Background: an optimization exercise with open tools, aiming at small area. Do not read the settings as production practice. No functional check of the RTL was part of this run. Power figures rest on the tool's default switching activity, not on a simulated workload. The clock port is modelled as an ideal driver; clocking choices that lean on that would not hold on a real chip.

==> flow/design.v <==
module x10_fifo #(
    parameter WIDTH = 29,    
    parameter AW    = 2      
) (
    input  wire             clk,
    input  wire             rst,
    input  wire             push,
    input  wire [WIDTH-1:0] wr_data,
    input  wire             pop,
    output wire [WIDTH-1:0] rd_data,
    output wire             empty,
    output wire             full
);
    localparam DEPTH = 1 << AW;
    reg [WIDTH-1:0] mem [0:DEPTH-1];
    reg [AW:0]      wr_ptr;
    reg [AW:0]      rd_ptr;
    assign empty = (wr_ptr == rd_ptr);
    assign full  = (wr_ptr == {~rd_ptr[AW], rd_ptr[AW-1:0]});
    reg [DEPTH-1:0]       rd_sel;
    reg [DEPTH*WIDTH-1:0] rd_all;
    integer i;
    always @(*) begin
        for (i = 0; i < DEPTH; i = i + 1) begin
            rd_sel[i] = (rd_ptr[AW-1:0] == i);
            rd_all[i*WIDTH +: WIDTH] = mem[i];
        end
    end
    generate
        if (AW == 3) begin : g_rd8
            x10_rdmux8 u_rdmux (.d(rd_all), .sel(rd_sel), .q(rd_data));
        end else begin : g_rd4
            x10_rdmux4 u_rdmux (.d(rd_all), .sel(rd_sel), .q(rd_data));
        end
    endgenerate
    always @(posedge clk) begin
        if (push)
            mem[wr_ptr[AW-1:0]] <= wr_data;
    end
    always @(posedge clk) begin
        if (rst) begin
            wr_ptr <= {(AW+1){1'b0}};
            rd_ptr <= {(AW+1){1'b0}};
        end else begin
            if (push)
                wr_ptr <= wr_ptr + 1'b1;
            if (pop)
                rd_ptr <= rd_ptr + 1'b1;
        end
    end
endmodule
module x10_rdmux8 (
    input  wire [8*29-1:0] d,
    input  wire [7:0]      sel,
    output reg  [28:0]     q
);
    integer i;
    always @(*) begin
        q = 29'd0;
        for (i = 0; i < 8; i = i + 1)
            q = q | (d[i*29 +: 29] & {29{sel[i]}});
    end
endmodule
module x10_rdmux4 (
    input  wire [4*29-1:0] d,
    input  wire [3:0]      sel,
    output reg  [28:0]     q
);
    integer i;
    always @(*) begin
        q = 29'd0;
        for (i = 0; i < 4; i = i + 1)
            q = q | (d[i*29 +: 29] & {29{sel[i]}});
    end
endmodule
module x10_tx (
    input  wire        clk,
    input  wire        rst,
    input  wire [15:0] cfg_wait,
    input  wire [15:0] cfg_reset,
    input  wire [15:0] cfg_gap,
    input  wire [15:0] cfg_err,
    input  wire [6:0]  cfg_dim_step,
    input  wire        cmd_valid,
    input  wire [1:0]  cmd_kind,
    input  wire [3:0]  cmd_func,
    input  wire [3:0]  cmd_house,
    input  wire [15:0] cmd_units,
    input  wire [6:0]  cmd_percent,
    output reg         st_valid,
    output reg  [2:0]  st_code,
    input  wire        close,
    input  wire        conn_connect,
    input  wire        conn_fix,
    input  wire        line_fail,
    output reg         line1,
    output reg         line0,
    output reg  [1:0]  conn_state,
    output reg         evt_broken,
    output reg         evt_fixed,
    output wire        tx_stopped,
    output wire        sent_valid,
    input  wire        sent_ready,
    output wire [1:0]  sent_func,
    output wire [3:0]  sent_house,
    output wire [15:0] sent_units,
    output wire [6:0]  sent_percent
);
    localparam CONN_DISCONNECTED = 2'd0;
    localparam CONN_CONNECTED    = 2'd1;
    localparam CONN_BROKEN       = 2'd2;
    localparam PH_IDLE  = 3'd0;
    localparam PH_RESET = 3'd1;
    localparam PH_FRAME = 3'd2;
    localparam PH_GAP   = 3'd3;
    localparam PH_PUSH  = 3'd4;
    localparam PH_ERR   = 3'd5;
    localparam PH_STOP  = 3'd6;
    localparam REC_W = 29;
    reg shutdown;
    wire cmd_is_unit = (cmd_kind == 2'd1) && ((cmd_func == 4'd3) || (cmd_func == 4'd4));
    wire cmd_is_dim  = (cmd_kind == 2'd2) && ((cmd_func == 4'd5) || (cmd_func == 4'd6));
    wire cmd_supported = cmd_is_unit || cmd_is_dim;
    wire cmd_pct_big = (cmd_percent > 7'd100);
    wire [6:0] cmd_pct_clamped = cmd_pct_big ? 7'd100 : cmd_percent;
    wire cmd_noop = (cmd_units == 16'd0) || (cmd_kind[1] && (cmd_percent == 7'd0));
    wire [REC_W-1:0] cmd_rec = {cmd_kind[1], ~cmd_func[0], cmd_house, cmd_units, cmd_pct_clamped};
    wire inq_full, inq_empty;
    wire [REC_W-1:0] inq_head;
    wire inq_push = cmd_valid && !shutdown && cmd_supported && !cmd_noop && !inq_full;
    wire inq_pop;
    always @(posedge clk) begin
        if (rst)
            st_valid <= 1'b0;
        else
            st_valid <= cmd_valid;
    end
    always @(posedge clk) begin
        if (shutdown)
            st_code <= 3'd4;
        else if (!cmd_supported)
            st_code <= 3'd2;
        else if (cmd_noop)
            st_code <= 3'd1;
        else if (inq_full)
            st_code <= 3'd3;
        else
            st_code <= 3'd0;
    end
    x10_fifo #(.WIDTH(REC_W), .AW(3)) u_inq (
        .clk     (clk),
        .rst     (rst),
        .push    (inq_push),
        .wr_data (cmd_rec),
        .pop     (inq_pop),
        .rd_data (inq_head),
        .empty   (inq_empty),
        .full    (inq_full)
    );
    reg [2:0]  phase;
    reg [2:0]  step;         
    reg [5:0]  bit_idx;      
    reg [15:0] wcnt;         
    reg        need_reset;
    reg              cur_dim;
    reg              cur_fbit;
    reg [3:0]        cur_house;
    reg [15:0]       cur_units;
    reg [6:0]        cur_pct;
    reg [6:0]        prog;       
    wire [3:0] cur_k = prog[3:0];
    assign tx_stopped = (phase == PH_STOP);
    wire take = (phase == PH_IDLE) && !shutdown && !inq_empty;
    assign inq_pop = take;
    reg [3:0] house_nib;
    always @(*) begin
        case (cur_house)
            4'd0:  house_nib = 4'h6;
            4'd1:  house_nib = 4'h7;
            4'd2:  house_nib = 4'h4;
            4'd3:  house_nib = 4'h5;
            4'd4:  house_nib = 4'h8;
            4'd5:  house_nib = 4'h9;
            4'd6:  house_nib = 4'hA;
            4'd7:  house_nib = 4'hB;
            4'd8:  house_nib = 4'hE;
            4'd9:  house_nib = 4'hF;
            4'd10: house_nib = 4'hC;
            4'd11: house_nib = 4'hD;
            4'd12: house_nib = 4'h0;
            4'd13: house_nib = 4'h1;
            4'd14: house_nib = 4'h2;
            default: house_nib = 4'h3;
        endcase
    end
    reg [3:0] last_k;
    integer i;
    always @(*) begin
        last_k = 4'd0;
        for (i = 0; i < 16; i = i + 1)
            if (cur_units[i])
                last_k = i[3:0];
    end
    wire k_hit = cur_units[cur_k];
    wire [15:0] unit_code = {house_nib, 1'b0, cur_k[3], 2'b00,
                             1'b0, cur_k[2], cur_fbit, cur_k[0], cur_k[1], 3'b000};
    wire [15:0] dim_code  = {house_nib, 4'b0000,
                             1'b1, 1'b0, 1'b0, !cur_fbit, 1'b1, 3'b000};
    wire [15:0] cur_code  = cur_dim ? dim_code : unit_code;
    reg [7:0] cur_byte;
    always @(*) begin
        case (bit_idx[5:3])
            3'd0:    cur_byte = 8'hD5;
            3'd1:    cur_byte = 8'hAA;
            3'd2:    cur_byte = cur_code[15:8];
            3'd3:    cur_byte = cur_code[7:0];
            default: cur_byte = 8'hAD;
        endcase
    end
    wire cur_bit = cur_byte[~bit_idx[2:0]];
    wire last_bit = bit_idx[5] && (bit_idx[2:0] == 3'd7);
    wire in_wait = ((phase == PH_RESET) && (step == 3'd2 || step == 3'd5)) ||
                   ((phase == PH_FRAME) && step[0]) ||
                   (phase == PH_GAP) || (phase == PH_ERR);
    reg op_valid;
    reg op_line;     
    reg op_level;
    always @(*) begin
        op_valid = 1'b0;
        op_line  = 1'b1;
        op_level = 1'b0;
        if (phase == PH_RESET) begin
            case (step)
                3'd0: begin op_valid = 1'b1; op_line = 1'b1; op_level = 1'b0; end
                3'd1: begin op_valid = 1'b1; op_line = 1'b0; op_level = 1'b0; end
                3'd3: begin op_valid = 1'b1; op_line = 1'b1; op_level = 1'b1; end
                3'd4: begin op_valid = 1'b1; op_line = 1'b0; op_level = 1'b1; end
                default: ;
            endcase
        end else if (phase == PH_FRAME) begin
            op_valid = !step[0];
            op_line  = cur_bit;
            op_level = step[1];
        end
    end
    wire op_ok   = (conn_state == CONN_CONNECTED) && !line_fail;
    wire op_fail = op_valid && !op_ok;
    wire [7:0] pct_diff = {1'b0, prog} - {1'b0, cfg_dim_step};
    wire more_frames = cur_dim ? (!pct_diff[7] && (pct_diff[6:0] != 7'd0))
                               : (cur_k != last_k);
    wire sentq_full, sentq_empty;
    wire [REC_W-1:0] sentq_head;
    wire sentq_push = (phase == PH_PUSH) && !sentq_full;
    wire sentq_pop  = sent_valid && sent_ready;
    wire [REC_W-1:0] cur_rec = {cur_dim, cur_fbit, cur_house, cur_units, cur_pct};
    x10_fifo #(.WIDTH(REC_W), .AW(2)) u_sentq (
        .clk     (clk),
        .rst     (rst),
        .push    (sentq_push),
        .wr_data (cur_rec),
        .pop     (sentq_pop),
        .rd_data (sentq_head),
        .empty   (sentq_empty),
        .full    (sentq_full)
    );
    assign sent_valid   = !sentq_empty && !shutdown;
    assign sent_func    = sentq_head[28:27];
    assign sent_house   = sentq_head[26:23];
    assign sent_units   = sentq_head[22:7];
    assign sent_percent = sentq_head[6:0];
    wire wait_done = (wcnt[15:1] == 15'd0);
    wire frame_end = (phase == PH_FRAME) && (step == 3'd3) && last_bit;
    reg [15:0] wait_len;
    always @(*) begin
        if (op_fail)
            wait_len = cfg_err;
        else if (phase == PH_RESET)
            wait_len = cfg_reset;
        else if (frame_end && !more_frames)
            wait_len = cfg_gap;
        else
            wait_len = cfg_wait;
    end
    always @(posedge clk) begin
        if (in_wait && !wait_done)
            wcnt <= wcnt - 16'd1;
        else
            wcnt <= wait_len;
    end
    always @(posedge clk) begin
        if (take) begin
            {cur_dim, cur_fbit, cur_house, cur_units, cur_pct} <= inq_head;
            prog <= inq_head[28] ? inq_head[6:0] : 7'd0;
        end else if (frame_end && wait_done && more_frames) begin
            if (cur_dim)
                prog <= pct_diff[6:0];
            else
                prog[3:0] <= cur_k + 4'd1;
        end else if (!cur_dim && !k_hit) begin
            prog[3:0] <= cur_k + 4'd1;
        end
    end
    always @(posedge clk) begin
        if (rst) begin
            phase      <= PH_IDLE;
            step       <= 3'd0;
            bit_idx    <= 6'd0;
            need_reset <= 1'b1;
        end else begin
            case (phase)
                PH_IDLE: begin
                    if (shutdown) begin
                        phase <= PH_STOP;
                    end else if (!inq_empty) begin
                        step       <= 3'd0;
                        bit_idx    <= 6'd0;
                        phase      <= need_reset ? PH_RESET : PH_FRAME;
                    end
                end
                PH_RESET: begin
                    if (op_fail) begin
                        need_reset <= 1'b1;
                        phase      <= PH_ERR;
                    end else if (step == 3'd2 || step == 3'd5) begin
                        if (wait_done) begin
                            if (step == 3'd5) begin
                                step    <= 3'd0;
                                bit_idx <= 6'd0;
                                phase   <= PH_FRAME;
                            end else begin
                                step <= step + 3'd1;
                            end
                        end
                    end else begin
                        step <= step + 3'd1;
                    end
                end
                PH_FRAME: begin
                    if (op_fail) begin
                        need_reset <= 1'b1;
                        phase      <= PH_ERR;
                    end else if (step[0]) begin
                        if (wait_done) begin
                            step[1] <= ~step[1];
                            step[0] <= 1'b0;
                            if (step[1]) begin
                                if (last_bit) begin
                                    bit_idx <= 6'd0;
                                    if (!more_frames)
                                        phase <= PH_GAP;
                                end else begin
                                    bit_idx <= bit_idx + 6'd1;
                                end
                            end
                        end
                    end else begin
                        step[0] <= 1'b1;
                    end
                end
                PH_GAP: begin
                    if (wait_done)
                        phase <= PH_PUSH;
                end
                PH_PUSH: begin
                    if (!sentq_full) begin
                        need_reset <= 1'b0;
                        phase      <= PH_IDLE;
                    end
                end
                PH_ERR: begin
                    if (wait_done)
                        phase <= PH_IDLE;
                end
                default: phase <= PH_STOP;
            endcase
        end
    end
    always @(posedge clk) begin
        if (rst) begin
            line1      <= 1'b1;
            line0      <= 1'b1;
            conn_state <= CONN_DISCONNECTED;
            shutdown   <= 1'b0;
            evt_broken <= 1'b0;
            evt_fixed  <= 1'b0;
        end else begin
            evt_broken <= 1'b0;
            evt_fixed  <= 1'b0;
            if (op_valid && op_ok) begin
                if (op_line)
                    line1 <= op_level;
                else
                    line0 <= op_level;
            end
            if (close) begin
                shutdown   <= 1'b1;
                conn_state <= CONN_DISCONNECTED;
            end else if (op_valid && (conn_state == CONN_CONNECTED) && line_fail) begin
                conn_state <= CONN_BROKEN;
                evt_broken <= 1'b1;
            end else if ((conn_state == CONN_DISCONNECTED) && conn_connect && !shutdown) begin
                conn_state <= CONN_CONNECTED;
            end else if ((conn_state == CONN_BROKEN) && conn_fix) begin
                conn_state <= CONN_CONNECTED;
                evt_fixed  <= 1'b1;
            end
        end
    end
endmodule
module x10_rx (
    input  wire       clk,
    input  wire       rst,
    input  wire       rx_l1,
    input  wire       rx_l0,
    output reg        dec_valid,
    output wire [1:0] dec_func,
    output wire [3:0] dec_house,
    output wire [3:0] dec_unit,
    output reg        dec_desync
);
    reg       lvl1, lvl0;
    reg       arm1, arm0;    
    reg [5:0] cnt;           
    reg       mism;          
    reg       nz;            
    reg [9:0] sr;
    reg arm1_nx, arm0_nx;
    reg bit_v;
    reg bit_b;
    reg rx_rst;
    always @(*) begin
        arm1_nx = arm1;
        arm0_nx = arm0;
        bit_v   = 1'b0;
        bit_b   = 1'b0;
        rx_rst  = 1'b0;
        if (rx_l1 != lvl1) begin
            if (!rx_l1) begin
                arm0_nx = 1'b0;
                if (!lvl0) begin
                    rx_rst  = 1'b1;
                    arm1_nx = 1'b0;
                end else begin
                    arm1_nx = 1'b1;
                end
            end else if (arm1) begin
                arm1_nx = 1'b0;
                bit_v   = 1'b1;
                bit_b   = 1'b1;
            end
        end
        if (rx_l0 != lvl0) begin
            if (!rx_l0) begin
                arm1_nx = 1'b0;
                if (!rx_l1) begin
                    rx_rst  = 1'b1;
                    arm0_nx = 1'b0;
                end else begin
                    arm0_nx = 1'b1;
                end
            end else if (arm0_nx) begin
                arm0_nx = 1'b0;
                bit_v   = 1'b1;
                bit_b   = 1'b0;
            end
        end
    end
    wire [2:0] byte_i   = cnt[5:3];
    wire       byte_end = (cnt[2:0] == 3'd7);
    wire       in_code  = (byte_i == 3'd2) || (byte_i == 3'd3);
    reg [7:0] exp_byte;
    always @(*) begin
        case (byte_i)
            3'd0:    exp_byte = 8'hD5;
            3'd1:    exp_byte = 8'hAA;
            default: exp_byte = 8'hAD;
        endcase
    end
    wire bad_bit = !in_code && (bit_b != exp_byte[~cnt[2:0]]);
    wire m_nx    = mism || bad_bit;
    wire [3:0] cpos = ~cnt[3:0];
    wire keep = cpos[3:2] == 2'b11 || cpos == 4'd10 ||
                (cpos <= 4'd7 && cpos >= 4'd3);
    wire c10 = sr[5], c7 = sr[4], c6 = sr[3], c5 = sr[2], c4 = sr[1], c3 = sr[0];
    wire good = !m_nx && !nz && (!c7 || (!c10 && !c6 && !c5 && c3));
    always @(posedge clk) begin
        if (rst) begin
            lvl1       <= 1'b1;
            lvl0       <= 1'b1;
            arm1       <= 1'b0;
            arm0       <= 1'b0;
            cnt        <= 6'd0;
            mism       <= 1'b0;
            dec_valid  <= 1'b0;
            dec_desync <= 1'b0;
        end else begin
            lvl1       <= rx_l1;
            lvl0       <= rx_l0;
            arm1       <= arm1_nx;
            arm0       <= arm0_nx;
            dec_valid  <= 1'b0;
            dec_desync <= 1'b0;
            if (rx_rst) begin
                cnt  <= 6'd0;
                mism <= 1'b0;
            end else if (bit_v) begin
                if (!byte_end) begin
                    cnt  <= cnt + 6'd1;
                    mism <= m_nx;
                end else begin
                    mism <= 1'b0;
                    if (byte_i == 3'd4) begin
                        cnt        <= 6'd0;
                        dec_valid  <= good;
                        dec_desync <= !good;
                    end else if (m_nx) begin
                        cnt        <= 6'd0;
                        dec_desync <= 1'b1;
                    end else begin
                        cnt <= cnt + 6'd1;
                    end
                end
            end
        end
    end
    always @(posedge clk) begin
        if (bit_v && in_code) begin
            if (keep)
                sr <= {sr[8:0], bit_b};
            if (cnt[4:0] == 5'd16)
                nz <= 1'b0;
            else if (!keep && bit_b)
                nz <= 1'b1;
        end
    end
    reg [3:0] house_idx;
    always @(*) begin
        case (sr[9:6])
            4'h6: house_idx = 4'd0;
            4'h7: house_idx = 4'd1;
            4'h4: house_idx = 4'd2;
            4'h5: house_idx = 4'd3;
            4'h8: house_idx = 4'd4;
            4'h9: house_idx = 4'd5;
            4'hA: house_idx = 4'd6;
            4'hB: house_idx = 4'd7;
            4'hE: house_idx = 4'd8;
            4'hF: house_idx = 4'd9;
            4'hC: house_idx = 4'd10;
            4'hD: house_idx = 4'd11;
            4'h0: house_idx = 4'd12;
            4'h1: house_idx = 4'd13;
            4'h2: house_idx = 4'd14;
            default: house_idx = 4'd15;
        endcase
    end
    assign dec_house = house_idx;
    assign dec_func  = c7 ? {1'b1, !c4} : {1'b0, c5};
    assign dec_unit  = c7 ? 4'd0 : {c10, c6, c3, c4};
endmodule
module x10_cm17a (
    input  wire        clk,
    input  wire        rst,
    input  wire [15:0] cfg_wait,
    input  wire [15:0] cfg_reset,
    input  wire [15:0] cfg_gap,
    input  wire [15:0] cfg_err,
    input  wire [6:0]  cfg_dim_step,
    input  wire        cmd_valid,
    input  wire [1:0]  cmd_kind,
    input  wire [3:0]  cmd_func,
    input  wire [3:0]  cmd_house,
    input  wire [15:0] cmd_units,
    input  wire [6:0]  cmd_percent,
    output wire        st_valid,
    output wire [2:0]  st_code,
    input  wire        close,
    input  wire        conn_connect,
    input  wire        conn_fix,
    input  wire        line_fail,
    output wire        line1,
    output wire        line0,
    output wire [1:0]  conn_state,
    output wire        evt_broken,
    output wire        evt_fixed,
    output wire        tx_stopped,
    output wire        sent_valid,
    input  wire        sent_ready,
    output wire [1:0]  sent_func,
    output wire [3:0]  sent_house,
    output wire [15:0] sent_units,
    output wire [6:0]  sent_percent,
    input  wire        rx_l1,
    input  wire        rx_l0,
    output wire        dec_valid,
    output wire [1:0]  dec_func,
    output wire [3:0]  dec_house,
    output wire [3:0]  dec_unit,
    output wire        dec_desync
);
    x10_tx u_tx (
        .clk          (clk),
        .rst          (rst),
        .cfg_wait     (cfg_wait),
        .cfg_reset    (cfg_reset),
        .cfg_gap      (cfg_gap),
        .cfg_err      (cfg_err),
        .cfg_dim_step (cfg_dim_step),
        .cmd_valid    (cmd_valid),
        .cmd_kind     (cmd_kind),
        .cmd_func     (cmd_func),
        .cmd_house    (cmd_house),
        .cmd_units    (cmd_units),
        .cmd_percent  (cmd_percent),
        .st_valid     (st_valid),
        .st_code      (st_code),
        .close        (close),
        .conn_connect (conn_connect),
        .conn_fix     (conn_fix),
        .line_fail    (line_fail),
        .line1        (line1),
        .line0        (line0),
        .conn_state   (conn_state),
        .evt_broken   (evt_broken),
        .evt_fixed    (evt_fixed),
        .tx_stopped   (tx_stopped),
        .sent_valid   (sent_valid),
        .sent_ready   (sent_ready),
        .sent_func    (sent_func),
        .sent_house   (sent_house),
        .sent_units   (sent_units),
        .sent_percent (sent_percent)
    );
    x10_rx u_rx (
        .clk        (clk),
        .rst        (rst),
        .rx_l1      (rx_l1),
        .rx_l0      (rx_l0),
        .dec_valid  (dec_valid),
        .dec_func   (dec_func),
        .dec_house  (dec_house),
        .dec_unit   (dec_unit),
        .dec_desync (dec_desync)
    );
endmodule
==> flow/flow/run.sh <==
#!/bin/bash
# The standard layout (standard.sh) with these changes:
#  - synthesis maps logic with an area-oriented ABC script (flow/abc_area.script);
#    registers are mapped by the standard dfflibmap step before ABC, unchanged
#  - the FIFO read multiplexers (modules x10_rdmux8 / x10_rdmux4, no registers)
#    are kept apart during synthesis and replaced by the cell-level versions in
#    flow/rdmux_cells.v before the design is flattened
#  - port buffers are plain sky130_fd_sc_hd__buf_1 cells
#  - clock tree synthesis uses clkbuf_16 cells, larger sink clusters and no
#    dummy loads
# The tools' output goes to flow.log here and to the ORFS logs under orfs/logs.
set -euo pipefail
HERE=$PWD
{
  head -n 1 synth_recipe.tcl
  cat <<TCL
proc abc {args} {
  set i [lsearch -exact \$args -script]
  if { \$i >= 0 } { lset args [expr {\$i + 1}] $HERE/flow/abc_area.script }
  yosys abc {*}\$args
}
TCL
  # synth_recipe.tcl's second line runs ORFS synthesis; the cell-level read
  # multiplexers replace the synthesized ones right after it
  sed -n 2p synth_recipe.tcl
  echo "yosys delete x10_rdmux8 x10_rdmux4"
  echo "yosys read_verilog $HERE/flow/rdmux_cells.v"
  echo "yosys hierarchy -top \$::env(DESIGN_NAME)"
  tail -n +3 synth_recipe.tcl
} > my_synth.tcl
sed "s#SYNTH_SCRIPT=[^ ]*#SYNTH_SCRIPT=$HERE/my_synth.tcl#" standard.sh > my_standard.sh
export SYNTH_KEEP_MODULES="x10_rdmux8 x10_rdmux4"
export BUFFER_PORTS_ARGS="-buffer_cell sky130_fd_sc_hd__buf_1"
export CTS_ARGS="-sink_clustering_enable -repair_clock_nets -dont_use_dummy_load -buf_list sky130_fd_sc_hd__clkbuf_16 -sink_clustering_size 34 -sink_clustering_max_diameter 80"
bash my_standard.sh "$@" > flow.log 2>&1
==> flow/flow/abc_area.script <==
strash
&get -n
&st
&if -K 4 -a
&mfs
&st
&deepsyn -T 30
&dch
&put
amap
topo
==> flow/flow/rdmux_cells.v <==
// Cell-level implementations of the FIFO read multiplexers x10_rdmux8 and
// x10_rdmux4 (same ports and function as in rtl/x10_fifo.v): one AOI term
// per entry, combined by a NAND.
module x10_rdmux8 (
    input  wire [8*29-1:0] d,
    input  wire [7:0]      sel,
    output wire [28:0]     q
);
    genvar b;
    generate
        for (b = 0; b < 29; b = b + 1) begin : g_bit
            wire n0, n1, n2;
            sky130_fd_sc_hd__a222oi_1 u_t0 (.A1(d[0*29+b]), .A2(sel[0]), .B1(d[1*29+b]), .B2(sel[1]),
                                             .C1(d[2*29+b]), .C2(sel[2]), .Y(n0));
            sky130_fd_sc_hd__a222oi_1 u_t1 (.A1(d[3*29+b]), .A2(sel[3]), .B1(d[4*29+b]), .B2(sel[4]),
                                             .C1(d[5*29+b]), .C2(sel[5]), .Y(n1));
            sky130_fd_sc_hd__a22oi_1  u_t2 (.A1(d[6*29+b]), .A2(sel[6]), .B1(d[7*29+b]), .B2(sel[7]),
                                             .Y(n2));
            sky130_fd_sc_hd__nand3_1  u_or (.A(n0), .B(n1), .C(n2), .Y(q[b]));
        end
    endgenerate
endmodule

module x10_rdmux4 (
    input  wire [4*29-1:0] d,
    input  wire [3:0]      sel,
    output wire [28:0]     q
);
    genvar b;
    generate
        for (b = 0; b < 29; b = b + 1) begin : g_bit
            wire n0, n1;
            sky130_fd_sc_hd__a22oi_1 u_t0 (.A1(d[0*29+b]), .A2(sel[0]), .B1(d[1*29+b]), .B2(sel[1]),
                                            .Y(n0));
            sky130_fd_sc_hd__a22oi_1 u_t1 (.A1(d[2*29+b]), .A2(sel[2]), .B1(d[3*29+b]), .B2(sel[3]),
                                            .Y(n1));
            sky130_fd_sc_hd__nand2_1 u_or (.A(n0), .B(n1), .Y(q[b]));
        end
    endgenerate
endmodule
==> flow/standard.sh <==
#!/bin/bash
# synth_recipe.tcl (not shown) runs the flow's synth.tcl, then flattens the netlist and writes it again
# the make line also repeats each setting of config.mk as NAME=value (left out here)
make -C /OpenROAD-flow-scripts/flow DESIGN_CONFIG=/design/flow/config.mk WORK_HOME=/design/flow/orfs CLKGATE_MAP_FILE= SYNTH_SCRIPT=/design/flow/synth_recipe.tcl "${@:-finish}"
==> flow/config.mk <==
export PLATFORM = sky130hd
export DESIGN_NAME = x10_cm17a
export DESIGN_NICKNAME = x10_cm17a
export VERILOG_FILES = /design/flow/design.v
export SDC_FILE = /design/flow/constraint.sdc
export NUM_CORES = 4
export LEC_CHECK = 0
export ABC_AREA = 1
export CAP_MARGIN = 20
export CORE_MARGIN = 2
export CORE_UTILIZATION = 70
export SLEW_MARGIN = 20
==> flow/constraint.sdc <==
create_clock -name core_clock -period 6.0 [get_ports {clk}]
set_input_delay 1.2000 -clock core_clock [delete_from_list [all_inputs] [get_ports {clk}]]
set_output_delay 1.2000 -clock core_clock [all_outputs]
set_load 0.01 [all_outputs]
==> flow_summary.json <==
{
  "drtPass1Iterations": 8,
  "vias": 12215,
  "synth_ff_type": "edfxtp_1",
  "slew_headroom_pct": 31.6,
  "die_h_um": 166,
  "drc": 0,
  "reg2reg_depth": 16,
  "grt_pass1_vias": 11535,
  "critPathLaunch": "u_tx.prog[0]",
  "p_leak_nw": 6.34,
  "setup_violations": 0,
  "critPathMaxStageDelay_ns": 0.53,
  "synth_nets": 1437,
  "clkLatencyLatePin_ns": 0.53,
  "grt_max_degree": 38,
  "cp_common_cell": "clkinv_1",
  "rows": 59,
  "clk_pin_slew_worst_paths_ns": 0.11,
  "critPathArrivalTime_ns": 5.07,
  "gr-total-overflow": 0,
  "crit_path_max_fanout": 10,
  "r2r_end": "u_tx.wcnt[10]",
  "avgSynthCellArea_um2": 14.2,
  "crit_path_top_delay_cell": "edfxtp_1",
  "clockBufferDepth": 3,
  "area_growth_pct": 9.78,
  "final-hold-violation-count": 0,
  "dpl.cell_count": 1821,
  "fillCellCount": 1607,
  "synth_edf_count": 395,
  "rr_startpoint": "u_tx.prog[0]",
  "yosysUniqueCellTypes": 52,
  "wirelength_um": 40600,
  "wl_per_cell_um": 22.1,
  "synth_top_cell_area_share_pct": 64.4,
  "grtUsageTotal_pct": 29.3,
  "cts_hold_buffers": 0,
  "place_worst_setup_slack_ns": 0.998,
  "vias_per_cell": 6.64,
  "num_antenna_cells": 0,
  "worstHoldPathCells": 1,
  "status": "timing/DRC/antenna clean",
  "min_from": "u_tx.wcnt[0]",
  "crit_path_start_kind": "register",
  "rsz0062_at_grt": "false",
  "io_buffers": 166,
  "power.density_mw_per_mm2": 335,
  "cts_inserted_buffers": 18,
  "required_ns": 6.42,
  "die_area_mm2": 0.0274,
  "fin_ws_ns": 1.35,
  "ys_warn_count": 6,
  "period_share_pct": 77.6,
  "yosys.area.top_type": "edfxtp_1",
  "die_width_um": 166,
  "post-dp-hpwl_um": 25500,
  "cts_tree": "built",
  "cp_cell_sequence": "clkinv_1, ha_1, fa_1, clkinv_1, a21oi_1, o21ai_0, nand2_1, o21ai_0, o2111ai_1, o22a_1, o22ai_1, nand4_1, nand4_1, clkinv_1, a221o_1, a221o_1",
  "htreeDepth": 1,
  "period_needed_ns": 4.65,
  "fmax_mhz": 215,
  "synth-seq-cells": 470,
  "synth.area.top_cells": "edfxtp_1 64%, dfxtp_1 8.2%, a22o_1 2.8%",
  "worstSetupEndpointType": "register",
  "peakVddDrop_mv": 0.286,
  "hold_path.class": "register to register",
  "synthCells": 1291,
  "fin_nets": 1652,
  "ys_area_mm2": 0.0184,
  "path_class": "register to register",
  "initial_utilization_pct": 70.7,
  "drt_iter0_markers": 1572,
  "core_area_mm2": 0.0258,
  "drv_cap": 0,
  "cts_setup_buffers": 0,
  "antenna_left": 0,
  "cts.sinks": 470,
  "finalPower_mw": 6.72,
  "finalNonFillerCells": 1839,
  "place.gp.congestion": 0.908,
  "async_flop_share_pct": 0,
  "post-route-util_pct": 77.7,
  "report.final.slew_viol_count": 0,
  "ys_seq_area_share_pct": 72.5,
  "min_to": "u_tx.wcnt[0]",
  "clockRootBuffer": "clkbuf_16",
  "skew_ns": 0.0305,
  "syn-cell-area_mm2": 0.0183,
  "grt_antenna_before_repair": 0,
  "tightest_slew_ns": 1.01,
  "ioPinCount": 167,
  "drive_gt1_share_pct": 4.52,
  "grt_pass1_wl_um": 61000,
  "rrSetupSlack_ns": 1.35,
  "ctsResizeCount": 0,
  "tns_ns": 0
}
Yosys stat by module (local to each module, per instance):
| module | cells inside | flops+latches | times used | area (um^2) |
|---|---|---|---|---|
| x10_cm17a | 1088 | 470 | 1 | 16800 |
| x10_rdmux4 | 58 | 0 | 1 | 544 |
| x10_rdmux8 | 145 | 0 | 1 | 1090 |
worst max path at each step:
| stage | to | slack, ns |
|---|---|---|
| 2_1_floorplan | u_tx.u_inq.mem[7][0] | 1.12 |
| 3_3_place_gp | u_tx.wcnt[10] | 1.20 |
| 3_5_place_dp | u_tx.wcnt[10] | 1.0 |
| 4_1_cts | u_tx.wcnt[10] | 1.40 |
| 5_1_grt | u_tx.wcnt[10] | 0.96 |
| 6_report | u_tx.wcnt[10] | 1.35 |
critical path: cells and delay by family (launching register included):
family                   cells  cell delay (ns)
adder cells (fa/ha/maj)      2             0.76
flip-flops                   1             0.53
buffers and inverters        3             0.77
AND/OR/NAND/NOR              3             0.77
AO/OA/AOI/OAI                8             1.71
through the flow:
step,hold WS (ns),instance area [um^2]
global placement,0.442,19600
detailed placement,0.459,19600
floorplan,0.399,18300
global route,0.499,20100
finish,0.482,20100
CTS,0.475,20100
metal layers:
metal / part of all wire, % / up-vias / track usage [%]
met2: 49 / 633 / 48.7
met3: 9.0 / 71 / 4.05
met5: 0 / - / 0
met4: 1.8 / 0 / 8.27
li1: - / 5575 / -
met1: 40 / 5936 / 41.2
cell usage after synthesis (2+ instances only):
library cell / n
o31ai_1: 2
a222oi_1: 6
nor2_1: 130
nand4_1: 6
o21ai_0: 42
nor3b_1: 3
or3_1: 4
a211oi_1: 17
a21oi_1: 33
a221oi_1: 36
a22oi_1: 64
clkinv_1: 103
or2_0: 5
a21o_1: 2
nand2_1: 51
ha_1: 31
buf_1: 2
o2111a_1: 4
o22a_1: 3
nor3_1: 34
o221ai_1: 5
or4_1: 2
a221o_1: 36
o21a_1: 5
nor4_1: 14
and3_1: 5
dfxtp_1: 75
o211ai_1: 5
a22o_1: 59
a2111oi_0: 6
edfxtp_1: 395
nor2b_1: 18
a31oi_1: 9
nand3_1: 41
a311oi_1: 2
o22ai_1: 20
flip-flops by register name (all words and copies together), names as in the netlist, 4 cells and up:
signal,flops
dec_house,4
u_rx.cnt,6
u_rx.sr,10
u_tx.bit_idx,6
u_tx.cur_house,4
u_tx.cur_pct,7
u_tx.cur_units,16
u_tx.house_nib,4
u_tx.prog,7
u_tx.u_inq.mem,232
u_tx.u_inq.rd_ptr,4
u_tx.u_inq.wr_ptr,4
u_tx.u_sentq.mem,116
u_tx.wcnt,16
layout make-up:
cell class,count,area (um^2),area share [%]
tap,335,419,2.09
timing repair buffer,198,863,4.30
multi-input combinational,715,4580,22.8
inverter,103,387,1.93
clock buffer,18,450,2.24
sequential,470,13400,66.6
kinds of logic after synthesis:
family                     count (synthesis)  synth area share (%)
DFF                                      470                  72.5
AOI/OAI and AO/OA                        366                  15.2
and+or+nand+nor                          316                  7.82
buffers and inverters                    106                  2.18
adders and majority gates                 32                  2.21
xor gates and xnor gates                   1                0.0476
where the power goes:
group	leakage [nW]	internal [mW]	switching, mW
Sequential	4.18	3.77	0.154
Clock	0.222	0.547	0.872
Combinational	1.94	0.486	0.891
layout by cell type (no fill, tap or decap), types with 8 or more instances in the layout:
cell | Yosys | routed
a211oi_1 | 17 | 17
a21oi_1 | 33 | 33
a222oi_1 | 6 | 64
a22oi_1 | 64 | 93
a31oi_1 | 9 | 9
buf_1 | 2 | 166
buf_4 | 1 | 32
clkbuf_16 | 0 | 18
clkinv_1 | 103 | 103
dfxtp_1 | 75 | 75
edfxtp_1 | 395 | 395
ha_1 | 31 | 30
nand2_1 | 51 | 80
nand3_1 | 41 | 41
nor2_1 | 130 | 124
nor2b_1 | 18 | 15
nor3_1 | 34 | 26
nor3_2 | 0 | 8
nor4_1 | 14 | 14
o21ai_0 | 42 | 42
o22ai_1 | 20 | 20

[re-timing with driven ports]
In the flow no input, the clock included, has a driving cell. The finished layout below was timed again as built, in two steps. Step 1 sets driving cells, clkbuf_16 on the clock port and buf_2 on the other inputs (assumed; they add their load-dependent delay and slew). Step 2 times the ports against the registers' clock, not the clock port: input delays grow and output delays shrink by t, the midpoint of the rising clock arrivals with the driver on. a / b / c = no drivers / after step 1 / after step 2; a / b = the first two.
t (ns): 0.564
slack for setup (ns): 1.346 / 1.346 / 0.997
worst setup path at the end: input to register
After both steps setup and hold are still met in this run. The setup slack of this run moves by 0.000 ns with the drivers and by -0.349 ns with both steps.
